Background: an optimization exercise with open tools, aiming at small area and a short achievable clock period. Do not read the settings as production practice. No run shown here included a check of the RTL's function; only the layout flow was run. No activity file was given, so power comes from the tool's default toggle rates.

--- flow/config.mk ---
export PLATFORM = sky130hd
export DESIGN_NAME = qzsl6_core
export DESIGN_NICKNAME = qzsl6_core
export VERILOG_FILES = /design/flow/design.v
export SDC_FILE = /design/flow/constraint.sdc
export NUM_CORES = 4
export LEC_CHECK = 0
export CAP_MARGIN = 20
export CORE_MARGIN = 2
export CORE_UTILIZATION = 40
export PLACE_DENSITY = 0.6
export SLEW_MARGIN = 20
--- flow/constraint.sdc ---
create_clock -name core_clock -period 14.0 [get_ports {clk}]
set_input_delay 2.8000 -clock core_clock [delete_from_list [all_inputs] [get_ports {clk}]]
set_output_delay 2.8000 -clock core_clock [all_outputs]
set_load 0.01 [all_outputs]
--- flow/design.v ---
module crc24q_step (
    input  wire [23:0] crc_in,
    input  wire [7:0]  data,
    output wire [23:0] crc_out
);
    localparam [24:0] POLY = 25'h1864CFB;
    function [23:0] t24;
        input [7:0] idx;
        reg   [24:0] r;
        integer k;
        begin
            r = {1'b0, idx, 16'h0000};
            for (k = 0; k < 8; k = k + 1) begin
                r = r << 1;
                if (r[24])
                    r = r ^ POLY;
            end
            t24 = r[23:0];
        end
    endfunction
    assign crc_out = {crc_in[15:0], 8'h00} ^ t24(crc_in[23:16] ^ data);
endmodule
module gf256_mul (
    input  wire [7:0] a,
    input  wire [7:0] b,
    output wire [7:0] p
);
    function [7:0] gmul;
        input [7:0] x;
        input [7:0] y;
        reg   [14:0] acc;
        integer k;
        begin
            acc = 15'h0000;
            for (k = 0; k < 8; k = k + 1)
                if (y[k])
                    acc = acc ^ ({7'h00, x} << k);
            for (k = 14; k >= 8; k = k - 1)
                if (acc[k])
                    acc = acc ^ ({6'h00, 9'h11D} << (k - 8));
            gmul = acc[7:0];
        end
    endfunction
    assign p = gmul(a, b);
endmodule
module gf256_inv (
    input  wire [7:0] a,
    output wire [7:0] y
);
    function [3:0] m16;
        input [3:0] x;
        input [3:0] z;
        reg   [6:0] acc;
        integer k;
        begin
            acc = 7'h00;
            for (k = 0; k < 4; k = k + 1)
                if (z[k])
                    acc = acc ^ ({3'h0, x} << k);
            for (k = 6; k >= 4; k = k - 1)
                if (acc[k])
                    acc = acc ^ (7'h13 << (k - 4));
            m16 = acc[3:0];
        end
    endfunction
    function [3:0] i16;
        input [3:0] x;
        begin
            case (x)
                4'h0: i16 = 4'h0;
                4'h1: i16 = 4'h1;
                4'h2: i16 = 4'h9;
                4'h3: i16 = 4'hE;
                4'h4: i16 = 4'hD;
                4'h5: i16 = 4'hB;
                4'h6: i16 = 4'h7;
                4'h7: i16 = 4'h6;
                4'h8: i16 = 4'hF;
                4'h9: i16 = 4'h2;
                4'hA: i16 = 4'hC;
                4'hB: i16 = 4'h5;
                4'hC: i16 = 4'hA;
                4'hD: i16 = 4'h4;
                4'hE: i16 = 4'h3;
                4'hF: i16 = 4'h8;
            endcase
        end
    endfunction
    wire [7:0] c;    
    assign c[0] = a[0];
    assign c[1] = a[5] ^ a[7];
    assign c[2] = a[2] ^ a[5];
    assign c[3] = a[1] ^ a[4] ^ a[6] ^ a[7];
    assign c[4] = a[2] ^ a[4] ^ a[5] ^ a[6] ^ a[7];
    assign c[5] = a[2] ^ a[5] ^ a[6];
    assign c[6] = a[1] ^ a[3] ^ a[4] ^ a[5];
    assign c[7] = a[5];
    wire [3:0] h  = c[7:4];
    wire [3:0] l  = c[3:0];
    wire [3:0] hl = h ^ l;
    wire [3:0] sh;   
    assign sh[0] = h[0];
    assign sh[1] = h[1] ^ h[3];
    assign sh[2] = h[3];
    assign sh[3] = h[0] ^ h[2];
    wire [3:0] d  = sh ^ m16(l, hl);
    wire [3:0] di = i16(d);
    wire [7:0] q  = {m16(h, di), m16(hl, di)};
    assign y[0] = q[0];
    assign y[1] = q[2] ^ q[3] ^ q[4];
    assign y[2] = q[2] ^ q[7];
    assign y[3] = q[1] ^ q[2] ^ q[3] ^ q[5] ^ q[6];
    assign y[4] = q[1] ^ q[4] ^ q[5] ^ q[7];
    assign y[5] = q[7];
    assign y[6] = q[2] ^ q[5];
    assign y[7] = q[1] ^ q[7];
endmodule
module rtcm3_framer (
    input  wire        clk,
    input  wire        rst,         
    input  wire        clear,       
    input  wire        byte_valid,
    input  wire [7:0]  byte_in,
    output reg         rec_valid,
    output reg  [1:0]  rec_code,
    output wire [15:0] rec_msgid,
    output reg  [9:0]  rec_len
);
    localparam [2:0] S_HUNT = 3'd0,
                     S_HDR1 = 3'd1,
                     S_HDR2 = 3'd2,
                     S_P0   = 3'd3,    
                     S_P1   = 3'd4,    
                     S_BODY = 3'd5;
    localparam [1:0] CODE_FRAME = 2'd1,
                     CODE_CSUM  = 2'd2,
                     CODE_LEN   = 2'd3;
    localparam [23:0] CRC_D3 = 24'hE33309;    
    reg  [2:0]  state;
    reg  [23:0] crc;
    reg  [9:0]  len;
    reg  [10:0] cnt;        
    reg  [11:0] mid;        
    reg         rec_ff;     
    reg  [11:0] rec_mid;
    assign rec_msgid = {{4{rec_ff}}, rec_mid};
    wire [23:0] crc_next;
    crc24q_step u_step (
        .crc_in (state == S_HDR1 ? CRC_D3 : crc),
        .data   (byte_in),
        .crc_out(crc_next)
    );
    wire [9:0] len_now = {len[9:8], byte_in};
    wire       len1    = (len == 10'd1);
    wire       last    = (state == S_BODY) && (cnt == 11'h7FE);
    wire       crc_ok  = (byte_in == crc[23:16]) && (crc[15:0] == 16'h0000);
    wire       lenfail = byte_valid && (state == S_HDR2) && (len_now == 10'd0);
    wire       fin     = byte_valid && last;
    always @(posedge clk) begin
        if (byte_valid) begin
            crc <= crc_next;
            cnt <= (state == S_HDR2) ? {1'b0, len_now} : cnt - 11'd1;
            if (state == S_HDR1) len[9:8]  <= byte_in[1:0];
            if (state == S_HDR2) len[7:0]  <= byte_in;
            if (state == S_P0)   mid[11:4] <= byte_in;
            if (state == S_P1)   mid[3:0]  <= byte_in[7:4];
        end
    end
    always @(posedge clk) begin
        if (rst) begin
            state <= S_HUNT;
        end else if (clear) begin
            state <= S_HUNT;
        end else if (byte_valid) begin
            case (state)
                S_HUNT:  if (byte_in == 8'hD3) state <= S_HDR1;
                S_HDR1:  if (byte_in[7:2] == 6'd0) state <= S_HDR2;
                         else if (byte_in != 8'hD3) state <= S_HUNT;
                S_HDR2:  state <= (len_now == 10'd0) ? S_HUNT : S_P0;
                S_P0:    state <= S_P1;
                S_P1:    state <= S_BODY;
                S_BODY:  if (last) state <= S_HUNT;
                default: state <= S_HUNT;
            endcase
        end
    end
    always @(posedge clk) begin
        if (rst) begin
            rec_valid <= 1'b0;
            rec_code  <= 2'd0;
        end else begin
            rec_valid <= lenfail || fin;
            if (lenfail)
                rec_code <= CODE_LEN;
            else if (fin)
                rec_code <= crc_ok ? CODE_FRAME : CODE_CSUM;
        end
    end
    always @(posedge clk) begin
        if (rst || lenfail) begin
            rec_ff  <= 1'b0;
            rec_mid <= 12'h000;
            rec_len <= 10'd0;
        end else if (fin) begin
            rec_ff  <= len1;
            rec_mid <= len1 ? 12'hFFF : mid;
            rec_len <= len;
        end
    end
endmodule
module qzsl6_core #(
    parameter [23:0] CRC24Q_INIT = 24'h000000
) (
    input  wire        clk,
    input  wire        rst,         
    input  wire        cmd_valid,
    input  wire [3:0]  cmd_op,
    input  wire [23:0] cmd_arg,
    output reg  [23:0] crc,
    output reg  [7:0]  res,
    output reg         eq,
    output reg         err,
    output wire        rec_valid,
    output wire [1:0]  rec_code,
    output wire [15:0] rec_msgid,
    output wire [9:0]  rec_len
);
    localparam [3:0] OP_NOP      = 4'h0,
                     OP_SRST     = 4'h1,
                     OP_CRC_INIT = 4'h2,
                     OP_CRC_BYTE = 4'h3,
                     OP_CRC_CHK  = 4'h4,
                     OP_GF_MUL   = 4'h5,
                     OP_GF_MAC   = 4'h6,
                     OP_GF_INV   = 4'h7,
                     OP_DMX_BYTE = 4'h8,
                     OP_DMX_RST  = 4'h9;
    wire [7:0] a = cmd_arg[7:0];
    wire [7:0] b = cmd_arg[15:8];
    wire clr = rst || (cmd_valid && cmd_op == OP_SRST);
    wire [23:0] crc_step;
    crc24q_step u_crc (
        .crc_in (crc),
        .data   (a),
        .crc_out(crc_step)
    );
    wire [7:0] prod;
    wire [7:0] inv;
    gf256_mul u_mul (.a(a), .b(b), .p(prod));
    gf256_inv u_inv (.a(a), .y(inv));
    always @(posedge clk) begin
        if (clr) begin
            crc <= CRC24Q_INIT;
            res <= 8'h00;
            eq  <= 1'b0;
            err <= 1'b0;
        end else if (cmd_valid) begin
            case (cmd_op)
                OP_CRC_INIT: crc <= CRC24Q_INIT;
                OP_CRC_BYTE: crc <= crc_step;
                OP_CRC_CHK:  eq  <= (crc == cmd_arg);
                OP_GF_MUL:   res <= prod;
                OP_GF_MAC:   res <= res ^ prod;
                OP_GF_INV: begin
                    if (a == 8'h00)
                        err <= 1'b1;
                    else
                        res <= inv;
                end
                OP_NOP, OP_DMX_BYTE, OP_DMX_RST: ;
                default:     err <= 1'b1;
            endcase
        end
    end
    rtcm3_framer u_dmx (
        .clk       (clk),
        .rst       (clr),
        .clear     (cmd_valid && cmd_op == OP_DMX_RST),
        .byte_valid(cmd_valid && cmd_op == OP_DMX_BYTE),
        .byte_in   (a),
        .rec_valid (rec_valid),
        .rec_code  (rec_code),
        .rec_msgid (rec_msgid),
        .rec_len   (rec_len)
    );
endmodule
--- flow/run.sh ---
#!/bin/bash
# synth_recipe.tcl (not shown) runs the flow's synth.tcl, then flattens the netlist and writes it again
# the make line also repeats each setting of config.mk as NAME=value (left out here)
make -C /OpenROAD-flow-scripts/flow DESIGN_CONFIG=/design/flow/config.mk WORK_HOME=/design/flow/orfs CLKGATE_MAP_FILE= SYNTH_SCRIPT=/design/flow/synth_recipe.tcl finish
==> results of run 1 <==
cell usage in the layout (no fill, tap or decap), types with 19 or more instances in the layout:
cell	netlist	final
sky130_fd_sc_hd__xnor2_1	217	217
sky130_fd_sc_hd__nand2_1	160	160
sky130_fd_sc_hd__clkdlybuf4s50_1	0	91
sky130_fd_sc_hd__nor2_1	89	89
sky130_fd_sc_hd__xor2_1	75	75
sky130_fd_sc_hd__dfxtp_1	63	63
sky130_fd_sc_hd__edfxtp_1	57	57
sky130_fd_sc_hd__nor3_1	40	39
sky130_fd_sc_hd__a21oi_1	36	36
sky130_fd_sc_hd__o21ai_0	27	27
sky130_fd_sc_hd__a22oi_1	23	23
sky130_fd_sc_hd__inv_1	19	19
cell type report:
class	count	area share (%)
Clock buffer	17	3.96
Clock inverter	15	1.38
Inverter	20	0.699
Multi-Input combinational cell	825	53.3
Sequential cell	120	27.7
Tap cell	285	3.32
Timing Repair Buffer	109	9.70
flip-flops by register name, summed over array words and instances, names as in the netlist:
| signal | flops |
|---|---|
| u_dmx.cnt | 11 |
| u_dmx.rec_valid | 1 |
| u_dmx.rec_len | 10 |
| u_dmx.rec_ff | 1 |
| err | 1 |
| res | 8 |
| u_dmx.rec_mid | 12 |
| u_dmx.len | 10 |
| u_dmx.mid | 12 |
| u_dmx.rec_code | 2 |
| u_dmx.crc | 24 |
| crc | 24 |
| u_dmx.state | 3 |
| eq | 1 |
tightest hold or removal path, delay by kind of cell (launching register included):
family | cells | cell delay, ps
flip-flops | 1 | 310
AND/OR/NAND/NOR | 1 | 50
AO/OA/AOI/OAI | 1 | 50
metrics by stage:
step                std cells  hold WS, ps  area [um2]  total power, W  setup slack (ps)
detailed placement       1359          445       10200         0.00176              4160
global placement         1359          441       10200         0.00176              4410
finish                   1391          451       10700         0.00220              4800
global route             1391          478       10700         0.00237              4130
CTS                      1391          452       10700         0.00220              4600
floorplan                1032          471        9050         0.00157              5990
per-layer routing:
layer  vias up  part of all wire, %  track usage [%]
li1       3570                    -                -
met1      3416                   48             27.3
met2       156                   46             33.0
met3        30                  3.7             2.97
met4         0                  2.0             7.14
met5         -                    0                0
how the worst max path moves through the flow:
stage                    start      to  slack (ps)  cells after the start
finish              cmd_arg[7]  res[3]        4800                     25
global route        cmd_arg[7]  res[3]        4130                     25
CTS                 cmd_arg[6]  res[3]        4600                     25
detailed placement  cmd_arg[6]  res[3]        4160                     25
global placement    cmd_arg[6]  res[3]        4410                     25
floorplan           cmd_arg[2]  res[3]        5990                     24
power breakdown:
group,switching (W),total (W),internal [W]
sequential,0.00000786,0.000390,0.000382
clock,0.000191,0.000428,0.000237
combinational,0.000711,0.00138,0.000668
total,0.000911,0.00220,0.00129
Yosys cell counts (all sizes together), types with 6 or more instances:
cell type,number
xnor2,225
nor3,40
nand2,160
nor2,89
ha,10
o21ai,30
a21oi,37
mux2i,16
inv,20
o211ai,6
nand4,10
buf,31
nor4,14
or2,6
dfxtp,63
o22ai,6
xor2,78
nand3,7
clkbuf,36
nand2b,7
edfxtp,57
a22oi,23
xnor3,7
cell families (layout without fill, tap and decap cells):
group	Yosys count	in the layout	synth area share (%)
XOR/XNOR	310	310	32.7
AND/OR/NAND/NOR	361	361	17.7
AO/OA/AOI/OAI	125	125	8.86
adder cells (fa/ha/maj)	10	10	1.38
buffers and inverters	87	161	4.16
multiplexers	19	19	2.32
flip-flops	120	120	32.8
==> notes.md, run 1 <==
The combined global-route utilization of all metal layers is between 20% and 30%. The root buffer selected by CTS is sky130_fd_sc_hd__clkbuf_16. The worst pin sits at a relative slew slack of between 30% and 40%.

The core region is ~0.022 mm2. Cells fill 47.9% of the core in the end. The initial antenna violation count is 0.

The final number of hold-violating endpoints was 0. The maximum buffer depth of the clock tree is 2. The data required time of the worst path came out at 14350 ps. The number of slew-limit violations in the final report is 0.

TritonCTS created 17 clock buffers. The final sum of negative setup slack came out at 0 ps. The maximum fanout count along the critical path came out at 35. The number of port buffers came out at 93. The share of async-settable or async-resettable flops after synthesis is 0%. The top achievable clock speed is 0.109 GHz. In this run the critical register-to-register path is captured at u_dmx.crc[17]. The number of levels the H-tree was split into came out at 4. After clock tree synthesis, the flow added hold-fix buffers numbering 0.

The capture endpoint of the worst hold path is u_dmx.rec_len[8]. The min-delay analysis places its worst path in the category flip-flop to flip-flop. The source of the worst register-to-register timing path is u_dmx.state[0]. The average cell area after synthesis came out at slightly below 9 um2. The number of unique standard cell types used by synthesis came out at between 60 and 70. In this run the vertical extent of the chip is roughly 150 um. Setup repair after global routing left no endpoint under its margin. The number of detailed-routing iterations run before antenna repair is 5.

The number of placement rows came out at 55. The remaining design rule violation count came out at 0. The transition time of the tightest slew-check pin came out at 907 ps. The run finished with no timing, DRC or antenna violations. The overall via count from detail_route is approximately 7.2k. The number of buffers and inverters on the critical path is 4. The multi-input logic area is ~0.0057 mm2. The slack of the worst reg-to-reg path is between 9000 and 10000 ps.

The number of gates resized after CTS is 0. The count of antenna-violating nets left after detailed routing came out at 0. The die width came out at between 150 and 200 um. The layout overhead on the synthesized area came out at 18.6%.

The half-perimeter wire length of the detailed placement result is around 16 mm. The final period demand of the worst path is slightly above 9000 ps. For this design, the sink count on the clock tree is 120.

The count of final setup violators came out at 0. The category of cells accounting for the largest share of critical-path delay is XOR/XNOR gates. The clock tree skew after final layout came out at between 7 and 8 ps. The post-detailed-route via-to-cell ratio came out at just over 5. The clock latency at the later pin of the worst-skew pair came out at ~430 ps. Summed over all layers, the global routing overflow is 0.

The startpoint identified for the worst hold timing path is u_dmx.rec_len[8]. On the critical path, the stage with the largest delay is an instance of sky130_fd_sc_hd__mux2i_2. The number of flops mapped to enable cells by yosys is 57.

The worst-case IR drop observed on VDD is about 0.00025 V. Max-cap violations in this run came to 0. The clock slew seen by the registers of the worst setup and hold paths is ~70 ps. The critical path is of the input pin to flip-flop type.

The delay of the slowest critical-path stage is approximately 600 ps. The static power due to leakage came out at around 3.8 nW. For this configuration, the core starts out at a cell density of approximately 40%. The post-synthesis instance area came out at 0.00905 mm2. The number of register bits inferred by synthesis came out at 120. The post-synth net total is 1073. The worst hold path passes through 2 cells. The area used by sequential logic in the layout came out at 0.00297 mm2.

STA classifies the critical path endpoint as a flip-flop. The layout cell share with drive strength beyond 1 is ~7.6%. The data arrival time of the critical path came out at roughly 9600 ps. The count of nets after finishing came out at between 1k and 1.5k.

TritonCTS built the clock tree. The first routing iteration left 527 violations. Sorting the synthesized cells by area gives the leading types as sky130_fd_sc_hd__xnor2_1 21%, sky130_fd_sc_hd__edfxtp_1 19%, sky130_fd_sc_hd__dfxtp_1 14%.

The post-synthesis sequential area ratio came out at 32.8%. The synthesized design spends more area on one cell type than any other, namely sky130_fd_sc_hd__xnor2_1. The global-route wire length before repair came out at ~38 mm. The cell repeated most along the worst path is sky130_fd_sc_hd__xnor2_1. Pin placement for this block handled 94 I/O pins. The final worst-path cycle share came out at about two thirds. Buffers added to address setup during post-CTS repair amount to 0. The final-layout fill cell count is between 2k and 2.5k.

The maximum number of pins on one net before global-route repair came out at 41. The via count of the first global-routing pass came to 7004. The startpoint class of the critical path is an input pin. Counting cells, the worst reg-to-reg path comes to 11. The die covers roughly 0.024 mm2.

Among all flip-flop cells after synthesis, the most frequent one is sky130_fd_sc_hd__dfxtp_1. The power density over the cells is 205 mW/mm2. The count of warnings emitted by yosys is 5. The gate count of the mapped netlist is between 1k and 1.5k. Wires add up to 23.4 mm. The top-area cell type share of the netlist area came out at between 20% and 30%. The average detailed-routed wire length per instance came out at approximately 17 um. The congestion estimate from routability-driven global placement came to 0.839. The repair_antennas step left the layout with diodes totalling 0.
==> run 2: changes to the inputs <==
--- a/flow/config.mk
+++ b/flow/config.mk
@@ -7,2 +7,3 @@
 export LEC_CHECK = 0
+export ABC_CLOCK_PERIOD_IN_PS = 4000
 export CAP_MARGIN = 20
@@ -11,2 +12,3 @@
 export PLACE_DENSITY = 0.6
+export SETUP_SLACK_MARGIN = 5
 export SLEW_MARGIN = 20
==> run 2 against run 1 <==
Critical path type unchanged; die area did not move; hold slack did not move; largest power group unchanged; largest cell class unchanged; sequential power barely moved; critical path depth did not move; via count rose by 0.86%.
==> notes.md, run 2 <==
Run status: timing/DRC/antenna clean (unchanged). The worst supply voltage drop on vdd is 0.000252 V (was 0.000253 V). The final sum of negative setup slack is 0 ps (unchanged).

The number of register bits inferred by synthesis came out at 120 (unchanged). The root buffer selected by CTS is sky130_fd_sc_hd__clkbuf_16 (unchanged). The number of buffers created by CTS was 17 (unchanged).

The logic depth of the worst register-to-register path is 11 (unchanged). The count of antenna-violating nets left after detailed routing was 0 (unchanged). The combinational share of power was 63.0% (was 62.8%). The number of diodes added for antenna fixing is 0 (unchanged). The most common cell in the synthesized netlist is sky130_fd_sc_hd__xnor2_1 (unchanged). The count of boundary I/O pins is 94 (unchanged). The core area is 0.0224 mm2 (unchanged).

The area of placed instances is 0.0102 mm2 (unchanged). The via count of the first global-routing pass is 7012 (was 7004). The data required time of the worst path is 14350 ps (about the same). The starting DRC count in detailed routing is 511 (was 527). The post-layout worst setup margin is 5490 ps (was 4800 ps). The number of unique standard cell types used by synthesis came out at 64 (unchanged). The number of detailed-routing iterations run before antenna repair came out at 5 (unchanged). The remaining design rule violation count came out at 0 (unchanged).

The switching share of power is 41.4% (about the same). The post-synth net total came out at 1073 (unchanged). The cell type with the largest total area after synthesis was sky130_fd_sc_hd__xnor2_1 (unchanged).

Registers with the highest flip-flop counts: crc (24), u_dmx.crc (24) (unchanged). The final period demand of the worst path came to 8510 ps (was 9200 ps). The startpoint of the most critical hold path is u_dmx.rec_len[8] (unchanged).

The clock latency at the later pin of the worst-skew pair is 430 ps (about the same). Top cell types by occurrence after synthesis: 217 x sky130_fd_sc_hd__xnor2_1, 160 x sky130_fd_sc_hd__nand2_1, 89 x sky130_fd_sc_hd__nor2_1, 75 x sky130_fd_sc_hd__xor2_1, 63 x sky130_fd_sc_hd__dfxtp_1 (unchanged). The aggregate global routing overflow came to 0 (unchanged).

The placed cell count came to 1359 (unchanged). The final cell count without fillers came out at 1392 (was 1391). RSZ-0062 raised after global routing: false (unchanged).

The type of the tightest min-delay check is flip-flop to flip-flop (unchanged). The maximum buffer depth of the clock tree came to 2 (unchanged). The initial antenna violation count came out at 0 (unchanged). The number of levels the H-tree was split into came out at 4 (unchanged). The data arrival time of the critical path came out at 8860 ps (was 9560 ps). The number of flops mapped to enable cells by yosys came out at 57 (unchanged). The final number of hold-violating endpoints came out at 0 (unchanged). The global-route wire length before repair is 38.3 mm (was 38.2 mm).

Commonest cells after routing, fill and taps aside: 214 x sky130_fd_sc_hd__xnor2_1, 160 x sky130_fd_sc_hd__nand2_1, 91 x sky130_fd_sc_hd__clkdlybuf4s50_1, 89 x sky130_fd_sc_hd__nor2_1, 75 x sky130_fd_sc_hd__xor2_1 (was 217 x sky130_fd_sc_hd__xnor2_1, 160 x sky130_fd_sc_hd__nand2_1, 91 x sky130_fd_sc_hd__clkdlybuf4s50_1, 89 x sky130_fd_sc_hd__nor2_1, 75 x sky130_fd_sc_hd__xor2_1). The summed area of non-filler cells in the final layout is 0.0108 mm2 (was 0.0107 mm2). The overall via count from detail_route is 7234 (was 7172). The number of port buffers came out at 93 (unchanged). The total of max-cap violations came out at 0 (unchanged). The starting density of the core is 40.4% (unchanged). The cell depth of the worst hold path was 2 (unchanged). The share of async-settable or async-resettable flops after synthesis came out at 0% (unchanged).

The clock tree from TritonCTS is built (unchanged). The clock tree skew after final layout came to 7.03 ps (was 7.02 ps). The switching power came out at 0.000915 W (was 0.000911 W). The power density over the cells came to 205 mW/mm2 (about the same). The total wire length was 23.4 mm (about the same). The top achievable clock speed is 0.117 GHz (was 0.109 GHz). The slack of the worst reg-to-reg path was 9900 ps (was 9870 ps).

The share of total power in sequential cells is 17.7% (was 17.8%). The combined global-route utilization of all metal layers is 20.3% (was 20.2%). The part of the total power dissipated in the clock network is 19.4% (was 19.5%). The source of the worst register-to-register timing path is u_dmx.state[0] (unchanged).

The layout overhead on the synthesized area is 19.1% (was 18.6%). The maximum fanout count along the critical path is 23 (was 35). The max-slew headroom at the worst pin came to 39.6% (was 39.5%). The average cell area after synthesis is 8.77 um2 (unchanged). The half-perimeter wire length of the detailed placement result came out at 16.1 mm (unchanged). The prevailing post-synth register cell is sky130_fd_sc_hd__dfxtp_1 (unchanged). The top-area cell type share of the netlist area is 21.0% (unchanged). The layout cell share with drive strength beyond 1 is 8.04% (was 7.59%).

The capture endpoint of the worst hold path is u_dmx.rec_len[8] (unchanged). The static power due to leakage is 3.79 nW (was 3.77 nW). The design internal power is 0.00130 W (was 0.00129 W).

The clock slew seen by the registers of the worst setup and hold paths is 70 ps (about the same). The y dimension of the die is 154 um (unchanged). The post-detailed-route via-to-cell ratio came to 5.20 (was 5.16). The count of final setup violators came out at 0 (unchanged).

The count of nets after finishing is 1135 (was 1134). The endpoint class of the critical path is a flip-flop (unchanged). The post-place setup slack is 4160 ps (unchanged). The endpoint of the most critical register-to-register path is u_dmx.crc[17] (unchanged).

The startpoint class of the critical path is an input pin (unchanged). The post-synthesis instance area is 0.00905 mm2 (unchanged). The count of warnings emitted by yosys was 5 (unchanged). The number of placement rows came out at 55 (unchanged).

The post-cts hold buffer count is 0 (unchanged). The final-layout fill cell count is 2174 (was 2177). The number of clock sinks seen by CTS was 120 (unchanged).

The die width came to 154 um (unchanged). The final worst-path cycle share is 60.8% (was 65.7%). Synth area leaders: sky130_fd_sc_hd__xnor2_1 21%, sky130_fd_sc_hd__edfxtp_1 19%, sky130_fd_sc_hd__dfxtp_1 14% (unchanged). The number of slew-limit violations in the final report is 0 (unchanged). The die area is 0.0239 mm2 (unchanged).

The post-synthesis sequential area ratio came out at 32.8% (unchanged). The overall power after layout is 0.00221 W (was 0.00220 W). The average detailed-routed wire length per instance is 16.8 um (about the same). The gate count of the mapped netlist is 1032 (unchanged). The category of the critical setup timing path is input pin to flip-flop (unchanged). The maximum number of pins on one net before global-route repair is 41 (unchanged). The most common library cell in the layout ignoring fill and taps was sky130_fd_sc_hd__xnor2_1 (unchanged).

The transition time of the tightest slew-check pin is 906 ps (was 907 ps). The final weighted congestion in routability-driven placement was 0.839 (unchanged).
[run 2: cell counts after synthesis]
No cell type changed its count.
[run 2: worst max path at each step]
| stage | start | endpoint | cells past startpoint |
|---|---|---|---|
| 4_1_cts | cmd_arg[6] | res[3] | 25 |
| 5_1_grt | cmd_arg[1] | res[3] | 25 |
| 6_report | cmd_arg[1] | res[3] | 25 |
| 3_5_place_dp | cmd_arg[6] | res[3] | 25 |
| 3_3_place_gp | cmd_arg[6] | res[3] | 25 |
| 2_1_floorplan | cmd_arg[2] | res[3] | 24 |
[run 2: final cells by class]
| type | instances | area [um2] | area share [%] |
|---|---|---|---|
| flip-flops and latches | 120 | 2970 | 27.6 |
| clock inverters | 15 | 148 | 1.37 |
| multi-input cells | 825 | 5750 | 53.3 |
| repair buffers | 110 | 1060 | 9.79 |
| inverters | 20 | 75.1 | 0.696 |
| clock buffers | 17 | 425 | 3.94 |
| well taps | 285 | 357 | 3.31 |
[run 2: layer usage]
metal,GRT usage [%],part of all wire (%)
met1,27.3,47
met2,33.2,47
met3,2.97,4.0
met4,7.14,2.0
met5,0,0
[run 2: logic make-up after synthesis]
logic type | synth area share [%]
simple gates | 17.7
xor+xnor | 32.7
compound gates | 8.86
flops | 32.8
buf+inv | 4.16
mux | 2.32
fa+ha+maj | 1.38
[run 2: per-stage QoR]
step	utilization (%)	hold slack [ps]
2_1_floorplan	-	471
3_3_place_gp	45.3	441
3_5_place_dp	45.3	445
4_1_cts	47.9	452
5_1_grt	48.1	478
6_report	48.1	451
[run 2: critical path: stages]
cell                              delay (ps)
sky130_fd_sc_hd__clkdlybuf4s50_1         470
sky130_fd_sc_hd__buf_4                   380
sky130_fd_sc_hd__xnor2_4                 160
sky130_fd_sc_hd__xnor2_1                 340
sky130_fd_sc_hd__inv_1                    90
sky130_fd_sc_hd__ha_1                    470
sky130_fd_sc_hd__inv_1                   210
sky130_fd_sc_hd__a21oi_1                  90
sky130_fd_sc_hd__mux2i_1                 140
sky130_fd_sc_hd__o211ai_1                180
sky130_fd_sc_hd__xnor2_2                 410
sky130_fd_sc_hd__xnor2_2                 210
sky130_fd_sc_hd__inv_1                   130
sky130_fd_sc_hd__ha_1                    230
sky130_fd_sc_hd__or2_2                   300
sky130_fd_sc_hd__mux2i_1                 270
sky130_fd_sc_hd__mux2i_4                 220
sky130_fd_sc_hd__mux2i_1                 190
sky130_fd_sc_hd__xnor2_1                 250
sky130_fd_sc_hd__xnor3_2                 480
sky130_fd_sc_hd__xor2_2                  180
sky130_fd_sc_hd__xnor2_2                 170
sky130_fd_sc_hd__xnor2_1                 170
sky130_fd_sc_hd__o21ai_1                  70
sky130_fd_sc_hd__a211oi_1                230
[run 2: timing repair]
action | CTS | global route
resized for setup | 3 | 5
gates cloned | 0 | 0
pin swaps | 0 | 1
endpoints found under the setup margin | 5 | 6
buffers inserted | 0 | 1
[run 2: power groups by stage]
stage	Clock (W)	Sequential [W]	Combinational (W)
after floorplan	0	0.000397	0.00117
after global placement	0	0.000398	0.00136
final	0.000428	0.000390	0.00139
after global routing	0.000453	0.000391	0.00154
after detailed placement	0	0.000398	0.00136
after CTS	0.000436	0.000390	0.00139

[static timing again, ports no longer ideal]
Ports are ideal in the flow. The routed layouts listed here were re-timed in OpenROAD.
Step 1 assumes that a clkbuf_16 drives the clock port and a buf_2 every other input.
Step 2 adds t to the input delays and takes it off the output delays; t is the mean of the earliest and latest rising clock arrival at the registers after step 1. Input paths then give back, and output paths get back, about the clock's delay inside the block.
Slacks: ideal ports / drivers / drivers and shift; pairs: ideal ports / drivers.
run	t (ns)	setup WS [ns]	hold WS [ns]	worst setup path after step 2
run 1	0.476	4.797 / 4.821 / 4.344	0.451 / 0.451 / 0.451	input to register
run 2	0.475	5.488 / 5.509 / 5.034	0.451 / 0.451 / 0.451	input to register
After both steps setup and hold are still met in every run listed. For run 2, which loses most, drivers alone change the setup slack by +0.021 ns; drivers and shift together by -0.454 ns.
